This design comes from an exercise in tuning for small area on the open sky130 flow, not from production work.
The RTL was checked by simulation tests, not by an equivalence proof against the original design.
Power is estimated from default activity; no workload was simulated.

==> design/flow/design.v <==
module crc32_engine (
    input  wire        clk,
    input  wire        rst,
    input  wire        cmd_valid,
    output wire        cmd_ready,
    input  wire [7:0]  cmd,
    input  wire [31:0] din,
    output wire [31:0] dout,
    output wire        err
);
    localparam [31:0] POLY = 32'hEDB88320;
    reg [31:0] sn;        
    reg [31:0] d_q;       
    reg        err_q;     
    reg        ready_q;
    reg [2:0]  op_q;      
    reg [4:0]  cnt_q;     
    wire [3:0] op  = cmd[7:4];
    wire [1:0] n   = cmd[1:0];
    wire legal = (op <= 4'h6) && (cmd[3:2] == 2'b00) &&
                 ((op == 4'h3) || (n == 2'b00));
    wire accept = cmd_valid && ready_q && !rst;
    wire acc_ok = accept && legal;
    wire is_init = (op == 4'h1);
    wire is_load = (op == 4'h2);
    wire is_upd  = (op == 4'h3);
    wire is_tab  = (op == 4'h6);
    wire is_long = (op >= 4'h2);       
    wire sh_s  = (op_q == 3'd2) || (op_q == 3'd3) ||
                 (op_q == 3'd4) || (op_q == 3'd5);
    wire crc_s = (op_q == 3'd3);
    wire inv_s = (op_q == 3'd2);
    wire sh_d  = op_q[2];
    wire crc_d = (op_q == 3'd6);
    wire fin   = op_q[0];
    wire last  = (cnt_q == 5'd31);
    wire       clr_s = rst || (acc_ok && (is_init || is_load));
    wire [3:0] dm;
    assign dm[0] = acc_ok && (is_load || is_upd);
    assign dm[1] = acc_ok && (is_load || (is_upd && n != 2'd0));
    assign dm[2] = acc_ok && (is_load || (is_upd && n[1]));
    assign dm[3] = acc_ok && (is_load || (is_upd && n == 2'd3));
    wire        fb_s   = crc_s && !sn[0];
    wire [31:0] sn_shift = {sn[0] ^ inv_s, sn[31:1] ^ ({31{fb_s}} & POLY[30:0])};
    wire [31:0] sn_par   = (sn & {32{!clr_s}}) ^
                           (din & {{8{dm[3]}}, {8{dm[2]}}, {8{dm[1]}}, {8{dm[0]}}});
    always @(posedge clk)
        sn <= (sh_s && !rst) ? sn_shift : sn_par;
    wire        clr_d = rst || (acc_ok && is_tab);
    wire        ld_d  = acc_ok && is_tab;
    wire        fb_d  = crc_d && d_q[0];
    wire        d_in  = crc_d ? d_q[0] : (sn[0] ^ !fin);
    wire [31:0] d_sh  = sh_d ? {d_in, d_q[31:1] ^ ({31{fb_d}} & POLY[30:0])} : d_q;
    always @(posedge clk)
        d_q <= (d_sh & {32{!clr_d}}) | {24'h0, din[7:0] & {8{ld_d}}};
    always @(posedge clk) begin
        if (rst) begin
            err_q   <= 1'b0;
            ready_q <= 1'b0;
            op_q    <= 3'd0;
        end else if (accept) begin
            if (!legal) err_q <= 1'b1;
            if (legal && is_long) begin
                ready_q <= 1'b0;
                op_q    <= op[2:0];
            end
        end else if (op_q == 3'd0 || last) begin
            ready_q <= 1'b1;
            op_q    <= 3'd0;
        end
    end
    always @(posedge clk)
        cnt_q <= accept ? {~n & {2{is_upd || is_tab}}, 3'b000} : cnt_q + 5'd1;
    assign cmd_ready = ready_q;
    assign dout      = d_q;
    assign err       = err_q;
endmodule
==> design/flow/run.sh <==
#!/bin/bash
# synth_recipe.tcl (not shown) runs the flow's synth.tcl, then flattens the netlist and writes it again
# the make line also repeats each setting of config.mk as NAME=value (left out here)
make -C /OpenROAD-flow-scripts/flow DESIGN_CONFIG=/design/flow/config.mk WORK_HOME=/design/flow/orfs CLKGATE_MAP_FILE= SYNTH_SCRIPT=/design/flow/synth_recipe.tcl finish
==> design/flow/config.mk <==
export PLATFORM = sky130hd
export DESIGN_NAME = crc32_engine
export DESIGN_NICKNAME = crc32_engine
export VERILOG_FILES = /design/flow/design.v
export SDC_FILE = /design/flow/constraint.sdc
export NUM_CORES = 4
export LEC_CHECK = 0
export CAP_MARGIN = 20
export CORE_MARGIN = 2
export CORE_UTILIZATION = 40
export SLEW_MARGIN = 20
export SYNTH_MEMORY_MAX_BITS = 65536
==> design/flow/constraint.sdc <==
create_clock -name core_clock -period 8.0 [get_ports {clk}]
set_input_delay 1.6000 -clock core_clock [delete_from_list [all_inputs] [get_ports {clk}]]
set_output_delay 1.6000 -clock core_clock [all_outputs]
set_load 0.01 [all_outputs]
==> flow_metrics.env <==
export IMPL_holdPathEnd="cnt_q[0]"
export IMPL_insertion_delay_ns=0.34
export IMPL_powerDensity_nw_per_um2=162
export IMPL_hp_start="cnt_q[0]"
export IMPL_path_max_fanout=48
export IMPL_critPathCaptureType="flip-flop"
export IMPL_fin_crit_ns=4.00
export IMPL_hold_viol=0
export IMPL_ir_worst_vdd_uv=94.5
export IMPL_vias=3327
export IMPL_synth_compound_area_share_pct=14.1
export IMPL_grt_max_degree=65
export IMPL_p_comb_share_pct=8.2
export IMPL_path_cells="clkdlybuf4s50_1, buf_4, and3b_1, and3_1, nand4_1, xnor2_1, a21oi_1"
export IMPL_fp_dieH_um=105
export IMPL_first_global_vias=3191
export IMPL_postCtsHoldBufs=0
export IMPL_syn_nets=516
export IMPL_status="finished clean"
export IMPL_synth_top_family_by_area="simple AND/OR/NAND/NOR gates"
export IMPL_wl_mm=9.05
export IMPL_root_buffer="clkbuf_8"
export IMPL_route_detailed_drc=0
export IMPL_worstSetupPathType="in -> reg"
export IMPL_power_switching_mw=0.188
export IMPL_final_common_cell="clkdlybuf4s50_1"
export IMPL_clk_pin_slew_ns=0.08
export IMPL_dieArea_um2=10900
export IMPL_synth_top_area_share_pct=36.6
export IMPL_drtIter0Drc=129
export IMPL_vias_per_cell=5.06
export IMPL_core_area_um2=9770
export IMPL_yosys_area_share_xor_xnor_pct=13.9
export IMPL_crit_arrival_ns=4.19
export IMPL_p_total_mw=0.814
export IMPL_ff2ff_path_depth=5
export IMPL_tritoncts="yes"
export IMPL_required_ns=8.19
export IMPL_yosys_area_share_simple_pct=21.4
export IMPL_rsz0062_at_grt="no"
export IMPL_place_congestion=0.759
export IMPL_leakagePower_nw=1.86
export IMPL_rows=36
export IMPL_layout_common_cells="clkdlybuf4s50_1, dfxtp_1, nor2_1"
export IMPL_hold_depth=1
export IMPL_crit_buf_inv=2
export IMPL_worst_hold_path_type="reg -> reg"
export IMPL_netlist_instances=471
export IMPL_max_cap_viol_count=0
export IMPL_swShare_pct=23.1
export IMPL_clkPwrFrac_pct=44.1
export IMPL_layout_nets=564
export IMPL_h_tree_depth=3
export IMPL_start_util_pct=41.4
export IMPL_cp_slowest_cell="and3_1"
export IMPL_pwr_share_seq_pct=47.6
export IMPL_numPortBuffers=76
export IMPL_post_cts_resized=0
export IMPL_synth_fa_ha_area_share_pct=0.619
export IMPL_cts_sinks=74
export IMPL_antenna_diode_count=0
export IMPL_cts_setup_buffers=0
export IMPL_synth_area_mux_share_pct=6.93
export IMPL_drive_above_1_share_pct=8.40
export IMPL_ys_types=45
export IMPL_clk_path_buf_depth=2
export IMPL_die_w_um=105
export IMPL_maxSlewViolCount=0
export IMPL_r2r_slack_ns=5.69
export IMPL_post_route_period_util_pct=50.0
export IMPL_synth_ff_latch_count=74
export IMPL_grt_pass1_wl_mm=15.1
export IMPL_fin_skew_ns=0.00947
export IMPL_syn_cell_area_um2=4040
export IMPL_io_pin_count=77
export IMPL_yosys_warnings=1
export IMPL_fmaxAchievable_mhz=250
export IMPL_area_growth_pct=24.4
export IMPL_first_pass_iters=4
export IMPL_final_antenna_net_count=0
export IMPL_grt_util_all_layers_pct=16.7
export IMPL_finalSetupViolCount=0
export IMPL_antenna_found_initial=0
export IMPL_tns_ns=0
export IMPL_cp_num_cells=7
export IMPL_synth_largest_area_cell="dfxtp_1"
export IMPL_tightest_slew_ns=0.911
export IMPL_slowest_delay_ns=0.83
export IMPL_crit_family="simple AND/OR/NAND/NOR gates"
export IMPL_fill_cells=939
export IMPL_numCtsBuffers=9
export IMPL_maxSlewHeadroom_pct=39.2
export IMPL_ys_seq_area_share_pct=36.6
export IMPL_avgSynthCellArea_um2=8.58
export IMPL_crit_path_start_kind="primary input"
export IMPL_internal_power_mw=0.626
export IMPL_grt_overflow=0
export IMPL_r2r_end="sn[30]"
export IMPL_startpoint="rst"
export IMPL_ys_top_cells_by_area="dfxtp_1, xnor2_1, xor2_1"
export IMPL_hpwlAfterDp_mm=5.97
export IMPL_wl_per_cell_um=13.8
export IMPL_regToRegStartpoint="ready_q"
==> power by group through the flow <==
stage | Combinational (mW) | Clock (mW) | Sequential [mW]
global placement | 0.0658 | 0 | 0.396
finish | 0.0671 | 0.359 | 0.387
CTS | 0.0677 | 0.367 | 0.388
global route | 0.0746 | 0.381 | 0.389
detailed placement | 0.0671 | 0 | 0.396
floorplan | 0.0378 | 0 | 0.395
==> synth_stat cells (all sizes together) <==
cell type	number
a21oi	35
buf	25
and4bb	1
clkbuf	17
nand3b	2
a211oi	12
o22ai	2
nand2b	2
or3	2
nor4bb	1
xnor2	34
and2	2
mux2i	19
nand2	7
mux2	8
nor2b	31
ha	2
o311ai	1
and3b	1
o31ai	1
nand4	17
o211a	1
dfxtp	74
o211ai	2
inv	4
o2111a	1
o21ai	37
and3	2
nor2	69
xor2	30
nor3	2
nand3	24
nor3b	2
nand4b	1
==> routing by layer <==
layer,vias to the layer above,global-route usage [%],share of wire (%)
li1,1695,-,-
met3,19,3.24,4.1
met2,78,27.4,45
met5,-,0,0
met4,0,6.85,2.4
met1,1535,21.4,49
==> cell families (layout without fill, tap and decap cells) <==
family          count (synthesis)  count (layout)
fa+ha+maj                       2               2
simple gates                  166             166
mux                            27              27
buf+inv                        46              99
xor+xnor                       64              64
flops                          74              74
compound gates                 92              92
==> registers in the layout (all words and copies together), names as in the netlist <==
signal and count:
sn 32, op_q 3, cnt_q 5, err_q 1, d_q 32, ready_q 1
==> stage by stage <==
stage,cell area [um^2],std cells,hold slack [ns],utilization [%],setup slack (ns)
after floorplan,4040,471,0.418,-,5.03
after global placement,4770,641,0.437,48.8,3.33
after detailed placement,4770,641,0.443,48.8,3.53
after CTS,5020,657,0.462,51.4,3.89
after global routing,5030,657,0.499,51.5,3.79
final,5030,657,0.460,51.5,4.00
==> how the worst max path moves through the flow <==
stage	slack, ns	endpoint
detailed placement	3.53	d_q[5]
global placement	3.33	sn[11]
floorplan	5.03	d_q[5]
CTS	3.89	d_q[5]
global route	3.79	sn[29]
finish	4.00	sn[30]
==> final cells by class <==
type                    instances  area (um^2)  share of cell area (%)
clock buffers                   9          124                    2.46
flip-flops and latches         74         1480                    29.5
multi-input cells             351         2330                    46.4
inverters                       4         15.0                   0.299
well taps                     133          166                    3.31
clock inverters                 7          125                    2.49
repair buffers                 79          783                    15.6

==> port drivers added, routing unchanged <==
Ports are ideal in the flow. The routed layout listed here was re-timed in OpenROAD.
Step 1: set_driving_cell puts a clkbuf_16 on clk and a buf_2 on each other input, an assumption about the parent block.
Step 2 also shifts input and output timing later by t, the mid clock arrival at the registers, as if the neighbouring blocks saw the same clock.
Three values: ideal, step 1, step 2; two values: the first two.
t (ns): 0.370
setup slack, ns: 4.001 / 4.006 / 3.636
worst setup path after step 2: input to register
latest minus earliest clock arrival (ns): 0.013 / 0.013
cell pins on the clock port's net: 1
After both steps setup and hold are still met in this run. The setup slack of this run moves by +0.005 ns with the drivers and by -0.365 ns with both steps.
